What follows belongs to an exercise in optimizing a design on an open flow for small area; a production flow would make more cautious choices.
Only simulation tests tie the RTL to the original design; equivalence was not proved.

## flow/design.v

```verilog
module tm_core (
    input  wire        clk,
    input  wire        rst,           
    input  wire [15:0] img_len,       
    output wire        mem_req,
    output wire        mem_we,
    output wire [15:0] mem_addr,
    output wire [15:0] mem_wdata,
    input  wire        mem_gnt,
    input  wire        mem_rvalid,
    input  wire [15:0] mem_rdata,
    output wire [1:0]  status,        
    output wire [2:0]  fault_kind,
    output wire        fault_write,
    output wire [15:0] fault_addr,
    output wire [15:0] ip_o,
    output wire [15:0] len_o
);
    localparam [4:0] S_CHK_IP = 5'd0,    
                     S_RD_OP  = 5'd1,    
                     S_DEC2   = 5'd2,    
                     S_RD_F1  = 5'd3,    
                     S_CK_F1  = 5'd4,
                     S_RD_IND = 5'd5,    
                     S_ALLOC  = 5'd6,
                     S_NEXT   = 5'd7,    
                     S_RD_RA  = 5'd8,
                     S_CK_A   = 5'd9,
                     S_RD_VA  = 5'd10,
                     S_RD_RB  = 5'd11,
                     S_CK_B   = 5'd12,
                     S_RD_VB  = 5'd13,
                     S_EX     = 5'd14,
                     S_DZ     = 5'd15,
                     S_MUL    = 5'd16,
                     S_DIV    = 5'd17,   
                     S_ROT    = 5'd18,
                     S_RD_RI  = 5'd19,
                     S_CK_RI  = 5'd20,
                     S_WR     = 5'd21,
                     S_RD_TG  = 5'd22,
                     S_DIVB   = 5'd23,   
                     H_DONE   = 5'd24,
                     H_TRUNC  = 5'd25,
                     H_INVOP  = 5'd26,
                     H_AVR    = 5'd27,
                     H_DIVZ   = 5'd28,
                     H_MEMEX  = 5'd29,
                     H_ABNORM = 5'd30,
                     H_AVW    = 5'd31;
    reg [4:0]  state;
    reg        pend;                     
    reg [15:0] ip, len, A, B, C;
    reg [3:0]  op;
    reg [1:0]  fl;
    reg [3:0]  cnt;
    reg        dsub;                     
    wire halted  = state[4] & state[3];
    wire o_arith = (op >= 4'd1) && (op <= 4'd5);
    wire o_add   = (op == 4'd1);
    wire o_mul   = (op == 4'd3);
    wire o_div   = (op == 4'd4);
    wire o_dm    = (op == 4'd4) || (op == 4'd5);
    wire o_w2    = (op >= 4'd12) && (op <= 4'd14);
    wire [3:0] ro    = mem_rdata[3:0];
    wire       r_inv = (mem_rdata[15:4] != 12'd0);
    wire [2:0] rw1   = (ro == 4'd0 || ro == 4'd15) ? 3'd0 :
                       (ro >= 4'd12) ? 3'd1 : 3'd4;
    wire rv   = mem_rvalid;
    wire last = (cnt == 4'd15);
    reg [4:0] nxt;
    reg [2:0] k;
    reg x_a, x_l, x_s, x_i, y_b, inv, cin, sbit;
    reg b_en, b_s, b_r;                  
    reg a_en, a_r;                       
    reg c_en, l_en, ip_en, op_en, fl_en, cnt_en, ds_en;
    reg rd, wr;
    wire [16:0] S;
    wire s_zero = (S[15:0] == 16'd0);
    wire lt_len = S[16];                 
    wire dok    = C[15] | S[16];         
    reg taken;
    always @(*) begin
        case (op)
            4'd6:    taken = !S[16];
            4'd7:    taken = !S[16] || s_zero;
            4'd8:    taken = s_zero;
            4'd9:    taken = !s_zero;
            4'd10:   taken = S[16] && !s_zero;
            default: taken = S[16];
        endcase
    end
    always @(*) begin
        nxt = state;
        k = 3'd0;
        x_a = 1'b0; x_l = 1'b0; x_s = 1'b0; x_i = 1'b0;
        y_b = 1'b0; inv = 1'b0; cin = 1'b0; sbit = 1'b0;
        b_en = 1'b0; b_s = 1'b0; b_r = 1'b0;
        a_en = 1'b0; a_r = 1'b0;
        c_en = 1'b0; l_en = 1'b0; ip_en = 1'b0; op_en = 1'b0; fl_en = 1'b0;
        cnt_en = 1'b0; ds_en = 1'b0;
        rd = 1'b0; wr = 1'b0;
        case (state)
            S_CHK_IP: begin
                x_l = 1'b1; y_b = 1'b1; inv = 1'b1;
                ip_en = 1'b1;
                if (!lt_len) begin
                    b_en = 1'b1;
                    nxt  = H_ABNORM;
                end else
                    nxt = S_RD_OP;
            end
            S_RD_OP: begin
                rd = 1'b1; x_i = 1'b1;
                k = pend ? rw1 : 3'd0;
                if (rv) begin
                    op_en = 1'b1;
                    b_en  = 1'b1; b_s = 1'b1;
                    if (r_inv) begin
                        b_s = 1'b0;
                        nxt = H_INVOP;
                    end else if (S[16]) begin
                        b_s = 1'b0;
                        nxt = H_TRUNC;
                    end else if (ro == 4'd15) begin
                        b_s = 1'b0;
                        nxt = H_DONE;
                    end else if (ro == 4'd0)
                        nxt = S_NEXT;
                    else
                        nxt = S_DEC2;
                end
            end
            S_DEC2: begin
                x_l = 1'b1; y_b = 1'b1; inv = 1'b1;
                if (!lt_len) begin
                    b_en = 1'b1;
                    nxt  = H_TRUNC;
                end else
                    nxt = S_RD_F1;
            end
            S_RD_F1: begin
                rd = 1'b1; x_i = 1'b1; k = 3'd1;
                if (rv) begin
                    fl_en = 1'b1;
                    b_en = 1'b1; b_r = 1'b1;
                    if (op == 4'd12)
                        nxt = S_CHK_IP;
                    else if (o_w2)
                        nxt = S_CK_F1;
                    else
                        nxt = S_RD_RA;
                end
            end
            S_CK_F1: begin
                x_l = 1'b1; y_b = 1'b1; inv = 1'b1;
                nxt = lt_len ? S_RD_IND : H_AVR;
            end
            S_RD_IND: begin
                rd = 1'b1; y_b = 1'b1;
                if (rv) begin
                    b_en = 1'b1; b_r = 1'b1;
                    nxt = (op == 4'd13) ? S_CHK_IP : S_ALLOC;
                end
            end
            S_ALLOC: begin
                x_l = 1'b1; y_b = 1'b1;
                b_en = S[16];
                l_en = !S[16];
                nxt  = S[16] ? H_MEMEX : S_NEXT;
            end
            S_NEXT: begin
                x_i = 1'b1;
                k = (op == 4'd0) ? 3'd1 : (op == 4'd14) ? 3'd2 : 3'd5;
                b_en = 1'b1; b_s = 1'b1;
                nxt = S_CHK_IP;
            end
            S_RD_RA: begin
                rd = 1'b1; x_i = 1'b1;
                k = o_arith ? 3'd3 : 3'd2;
                if (rv) begin
                    a_en = 1'b1; a_r = 1'b1;
                    b_en = 1'b1; b_r = 1'b1;
                    nxt = fl[0] ? S_CK_A : S_RD_RB;
                end
            end
            S_CK_A: begin
                x_l = 1'b1; y_b = 1'b1; inv = 1'b1;
                nxt = lt_len ? S_RD_VA : H_AVR;
            end
            S_RD_VA: begin
                rd = 1'b1; y_b = 1'b1;
                if (rv) begin
                    a_en = 1'b1; a_r = 1'b1;
                    nxt = S_RD_RB;
                end
            end
            S_RD_RB: begin
                rd = 1'b1; x_i = 1'b1;
                k = o_arith ? 3'd4 : 3'd3;
                if (rv) begin
                    b_en = 1'b1; b_r = 1'b1;
                    nxt = fl[1] ? S_CK_B : S_EX;
                end
            end
            S_CK_B: begin
                x_l = 1'b1; y_b = 1'b1; inv = 1'b1;
                nxt = lt_len ? S_RD_VB : H_AVR;
            end
            S_RD_VB: begin
                rd = 1'b1; y_b = 1'b1;
                if (rv) begin
                    b_en = 1'b1; b_r = 1'b1;
                    nxt = S_EX;
                end
            end
            S_EX: begin
                x_a = !o_dm; y_b = !o_dm;
                inv = !o_add; cin = !o_add && !o_dm;
                c_en = 1'b1;
                if (!o_arith)
                    nxt = taken ? S_RD_TG : S_NEXT;
                else if (o_mul)
                    nxt = S_MUL;
                else if (o_dm)
                    nxt = S_DZ;
                else
                    nxt = S_RD_RI;
            end
            S_DZ: begin
                y_b = 1'b1;
                nxt = s_zero ? H_DIVZ : S_DIV;
            end
            S_MUL: begin
                x_s = 1'b1; y_b = A[15];
                c_en = 1'b1; a_en = 1'b1; cnt_en = 1'b1;
                if (last) nxt = S_RD_RI;
            end
            S_DIV: begin
                x_s = 1'b1; sbit = 1'b1; y_b = 1'b1; inv = 1'b1; cin = 1'b1;
                ds_en = 1'b1;
                nxt = S_DIVB;
            end
            S_DIVB: begin
                x_s = 1'b1; sbit = 1'b1; y_b = dsub; inv = dsub; cin = dsub;
                c_en = 1'b1; a_en = 1'b1; cnt_en = 1'b1;
                nxt = !last ? S_DIV : o_div ? S_ROT : S_RD_RI;
            end
            S_ROT: begin
                x_s = 1'b1; sbit = 1'b1;
                c_en = 1'b1; a_en = 1'b1; cnt_en = 1'b1;
                if (last) nxt = S_RD_RI;
            end
            S_RD_RI: begin
                rd = 1'b1; x_i = 1'b1; k = 3'd2;
                if (rv) begin
                    b_en = 1'b1; b_r = 1'b1;
                    nxt = S_CK_RI;
                end
            end
            S_CK_RI: begin
                x_l = 1'b1; y_b = 1'b1; inv = 1'b1;
                nxt = lt_len ? S_WR : H_AVW;
            end
            S_WR: begin
                wr = 1'b1; y_b = 1'b1;
                if (mem_gnt) nxt = S_NEXT;
            end
            S_RD_TG: begin
                rd = 1'b1; x_i = 1'b1; k = 3'd4;
                if (rv) begin
                    b_en = 1'b1; b_r = 1'b1;
                    nxt = S_CHK_IP;
                end
            end
            default: ;       
        endcase
    end
    wire [15:0] xs = {C[14:0], A[15] & sbit};
    wire [15:0] X  = ({16{x_a}} & A) | ({16{x_l}} & len) | ({16{x_s}} & xs) |
                     ({16{x_i}} & ip);
    wire [15:0] Y  = ((B ^ {16{inv}}) & {16{y_b}}) | {13'd0, k};
    wire [16:0] cy;
    assign cy[0] = cin;
    genvar gi;
    generate
        for (gi = 0; gi < 16; gi = gi + 1) begin : g_add
            assign S[gi]      = X[gi] ^ Y[gi] ^ cy[gi];
            assign cy[gi + 1] = (X[gi] & Y[gi]) | (cy[gi] & (X[gi] ^ Y[gi]));
        end
    endgenerate
    assign S[16] = cy[16];
    always @(posedge clk) begin
        if (rst) begin
            state <= S_CHK_IP;
            pend  <= 1'b0;
            cnt   <= 4'd0;
        end else begin
            state <= nxt;
            if (rd && mem_gnt && !pend)
                pend <= 1'b1;
            if (rv)
                pend <= 1'b0;
            if (cnt_en)
                cnt <= cnt + 4'd1;
        end
        if (rst || b_en)
            B <= ({16{b_s & ~rst}} & S[15:0]) | ({16{b_r & ~rst}} & mem_rdata);
        if (rst || l_en)
            len <= rst ? img_len : S[15:0];
        if (a_en)
            A <= a_r ? mem_rdata : {A[14:0], dsub};
        if (c_en)
            C <= S[15:0];
        if (ip_en)
            ip <= B;
        if (op_en)
            op <= ro;
        if (fl_en)
            fl <= mem_rdata[1:0];
        if (ds_en)
            dsub <= dok;
    end
    assign mem_req   = (rd && !pend) || wr;
    assign mem_we    = wr;
    assign mem_addr  = S[15:0];
    assign mem_wdata = C;
    wire kw = (state[2:0] == 3'd7);
    assign status      = {halted & (state[2:0] != 3'd0), halted & (state[2:0] == 3'd0)};
    assign fault_kind  = {state[2] & ~kw, state[1], state[0]};
    assign fault_write = halted & kw;
    assign fault_addr  = B;
    assign ip_o        = ip;
    assign len_o       = len;
endmodule
```

## flow/flow/run.sh

```bash
#!/bin/bash
# Layout: the standard flow, with the smallest buffer on the ports.
set -euo pipefail
export BUFFER_PORTS_ARGS="-buffer_cell sky130_fd_sc_hd__buf_1"
bash standard.sh finish > flow_make.log 2>&1
```

## flow/standard.sh

```bash
#!/bin/bash
# synth_recipe.tcl (not shown) runs the flow's synth.tcl, then flattens the netlist and writes it again
# the make line also repeats each setting of config.mk as NAME=value (left out here)
make -C /OpenROAD-flow-scripts/flow DESIGN_CONFIG=/design/flow/config.mk WORK_HOME=/design/flow/orfs CLKGATE_MAP_FILE= SYNTH_SCRIPT=/design/flow/synth_recipe.tcl "${@:-finish}"
```

## flow/config.mk

```make
export PLATFORM = sky130hd
export DESIGN_NAME = tm_core
export DESIGN_NICKNAME = tm_core
export VERILOG_FILES = /design/flow/design.v
export SDC_FILE = /design/flow/constraint.sdc
export NUM_CORES = 4
export LEC_CHECK = 0
export ABC_AREA = 1
export CAP_MARGIN = 20
export CORE_MARGIN = 2
export CORE_UTILIZATION = 40
export CTS_BUF_LIST = sky130_fd_sc_hd__clkbuf_8
export PLACE_DENSITY = 0.6
export SLEW_MARGIN = 20
```

## flow/constraint.sdc

```tcl
create_clock -name core_clock -period 30.0 [get_ports {clk}]
set_input_delay 6.0000 -clock core_clock [delete_from_list [all_inputs] [get_ports {clk}]]
set_output_delay 6.0000 -clock core_clock [all_outputs]
set_load 0.01 [all_outputs]
```

==> run summary <==
-- sequential cells by signal (all words and copies together) (netlist names) --
register / count
state: 5
op: 4
A: 16
pend: 1
cnt: 4
dsub: 1
len: 16
B: 16
ip: 16
C: 16
fl: 2
-- kinds of logic (layout without fill, tap and decap cells) --
family	count (synthesis)	after routing
DFF	97	97
xor gates and xnor gates	11	11
and+or+nand+nor	363	363
buffers and inverters	117	239
adders and majority gates	17	17
AOI/OAI and AO/OA	100	100
-- worst max-delay path, delay by kind of cell --
kind                       cells  cell delay (ns)
AOI/OAI and AO/OA              2             0.30
and+or+nand+nor                1             0.28
buffers and inverters          8             0.85
adders and majority gates     16             5.86
-- area by class of cell --
type | instances | area share (%)
multi-input combinational | 491 | 38.6
clock inverter | 7 | 1.67
clock buffer | 9 | 1.84
sequential | 97 | 41.7
timing repair buffer | 128 | 7.53
inverter | 95 | 5.29
tap | 184 | 3.41
-- how the worst max path moves through the flow --
stage	cells after the start	to	slack, ns
after floorplan	26	mem_addr[15]	11.86
after global placement	27	mem_addr[15]	10.93
after detailed placement	27	mem_addr[15]	10.81
after CTS	27	mem_addr[15]	10.75
after global routing	27	mem_addr[15]	10.32
final	27	mem_addr[15]	10.70
-- stage by stage --
stage / std cells / setup slack, ns / utilization [%]
6_report: 1011 / 10.70 / 46.6
5_1_grt: 1011 / 10.32 / 46.6
4_1_cts: 1011 / 10.75 / 46.6
3_5_place_dp: 995 / 10.81 / 45.0
3_3_place_gp: 994 / 10.93 / 44.8
2_1_floorplan: 705 / 11.86 / -
-- cell usage in the layout (no fill, tap or decap), types with 16 or more instances in the layout --
cell,n
o21ai_0,49
nand3_1,28
nor2_1,86
nand2_1,189
inv_1,86
buf_1,122
nand4_1,22
fa_1,16
edfxtp_1,87
o22ai_1,17
-- per-layer routing --
metal / global-route usage (%) / routed length (µm) / up-vias
li1: - / - / 2578
met1: 37.4 / 8760 / 2652
met2: 39.6 / 9020 / 303
met3: 4.15 / 1760 / 24
met4: 6.27 / 298 / 0
met5: 0 / 0 / -
==> impl_metrics.tcl <==
set metrics [dict create \
    yosysSeqAreaShare_pct 47.7 \
    route.vias.total 5557 \
    timing.fmax_mhz 51.8 \
    cts_tree "built" \
    grt_pass1_wl_mm 30.5 \
    antenna_found_initial 0 \
    cp-end-kind "primary output" \
    r2r_setup_slack_ns 18.78 \
    cp_common_cell "fa_1" \
    min_to "cnt[3]" \
    wl_mm 19.8 \
    synth-simple-area-share_pct 27.1 \
    r2r-start "state[4]" \
    layout.area.seq_um2 2810 \
    cp-startpoint "mem_rdata[0]" \
    finalNetCount 875 \
    routedWlPerCell_um 19.6 \
    gp_congestion 0.994 \
    tightest_slew_ns 0.970 \
    grt_pass1_vias 5209 \
    synth.most_common_cell "nand2_1" \
    cp_slowest_stage_delay_ns 0.51 \
    cts-root-buf "clkbuf_8" \
    final_area_um2 6750 \
    synth_top_area_share_pct 44.3 \
    htree_levels 3 \
    vias_per_cell 5.50 \
    ctsHoldBuffers 0 \
    synth_top_family_by_area "simple AND/OR/NAND/NOR gates" \
    synth_top_cell_by_area "edfxtp_1" \
    grt_remaining_overflow 0 \
    synth_area_um2 5900 \
    syn2layout_area_growth_pct 14.4 \
    hold_viol 0 \
    postRouteAntennaNets 0 \
    drive_above_1_share_pct 6.29 \
    syn-num-nets 758 \
    clock_path_buffers 2 \
    placed_cell_area_um2 6510 \
    cts_made_buffers 9 \
    dieHeight_um 125 \
    period_needed_ns 19.30 \
    multiInputGateArea_um2 2600 \
    rsz0062_at_grt "false" \
    critPathKind "input port to primary output" \
    numPortBuffers 123 \
    synth_edf_count 87 \
    dp_hpwl_mm 14.7 \
    start_kind "input port" \
    synthAdderAreaFrac_pct 5.65 \
    cts_setup_buffers 0 \
    synth_common_cells "nand2_1 (189), edfxtp_1 (87), inv_1 (86), nor2_1 (86), o21ai_0 (49)" \
    syn_inst 705 \
    clk_pin_slew_ns 0.09 \
    synth_xor_area_share_pct 1.63 \
    crit_slowest_cell "fa_1" \
    cp_data_arrival_time_ns 13.30 \
    tns_ns 0 \
    async_reset_ff_share_pct 0 \
    cts_sinks 97 \
    synth_seq_cells 97 \
    hold_depth 2 \
    holdWs_ns 0.483 \
    grt_max_degree 41 \
    required_ns 24.00 \
    cts_resized 0 \
    drt_pass1_iterations 5 \
    hold_path_class "flop to flop" \
    rr_endpoint "B[1]" \
    reg2reg_depth 34 \
    remaining_drc_errors 0 \
    io_pins 124 \
    status "finished clean" \
    worstSkewPairLatency_ns 0.40 \
    synth_compound_area_share_pct 9.76 \
    period_share_pct 64.3 \
    setup_viol 0 \
    ys_types 43 \
    initial_utilization_pct 40.7 \
    finClkSkew_ns 0.0203 \
    yosys-top-cells-area "edfxtp_1 (44%), nand2_1 (12%), inv_1 (5.5%)" \
    ys_warn_count 1 \
    ys.flop_type "edfxtp_1" \
    syn_avg_cell_area_um2 8.36 \
    slew_headroom_pct 35.2 \
    diodes 0 \
    dieArea_um2 15700 \
    critPathMaxFanout 6 \
    synthMuxAreaShare_pct 0 \
    cap_viol_max_count 0 \
    track_usage_pct 25.4 \
    n_fill_cell 1491 \
    slew_viol_final 0 \
    hold_path.startpoint "cnt[3]" \
    coreArea_um2 14500 \
    drt_iter0_drc 631 \
    die_width_um 125 \
    rows 44 \
]

separate check: timing with driven ports:
No port has a modelled driver above. Below, the same layout with a new extraction and two added sets of constraints.
Step 1: set_driving_cell puts a clkbuf_16 on clk and a buf_2 on each other input, an assumption about the parent block.
Step 2 also shifts input and output timing later by t, the mid clock arrival at the registers, as if the neighbouring blocks saw the same clock.
Slacks: ideal ports / drivers / drivers and shift; pairs: ideal ports / drivers.
shift t [ns]: 0.429
slack for setup (ns): 10.700 / 10.678 / 10.678
worst hold slack (ns): 0.483 / 0.483 / 0.483
worst setup path at the end: input to output
After both steps this run still meets setup and hold. The setup slack of this run moves by -0.022 ns with the drivers and by -0.022 ns with both steps.
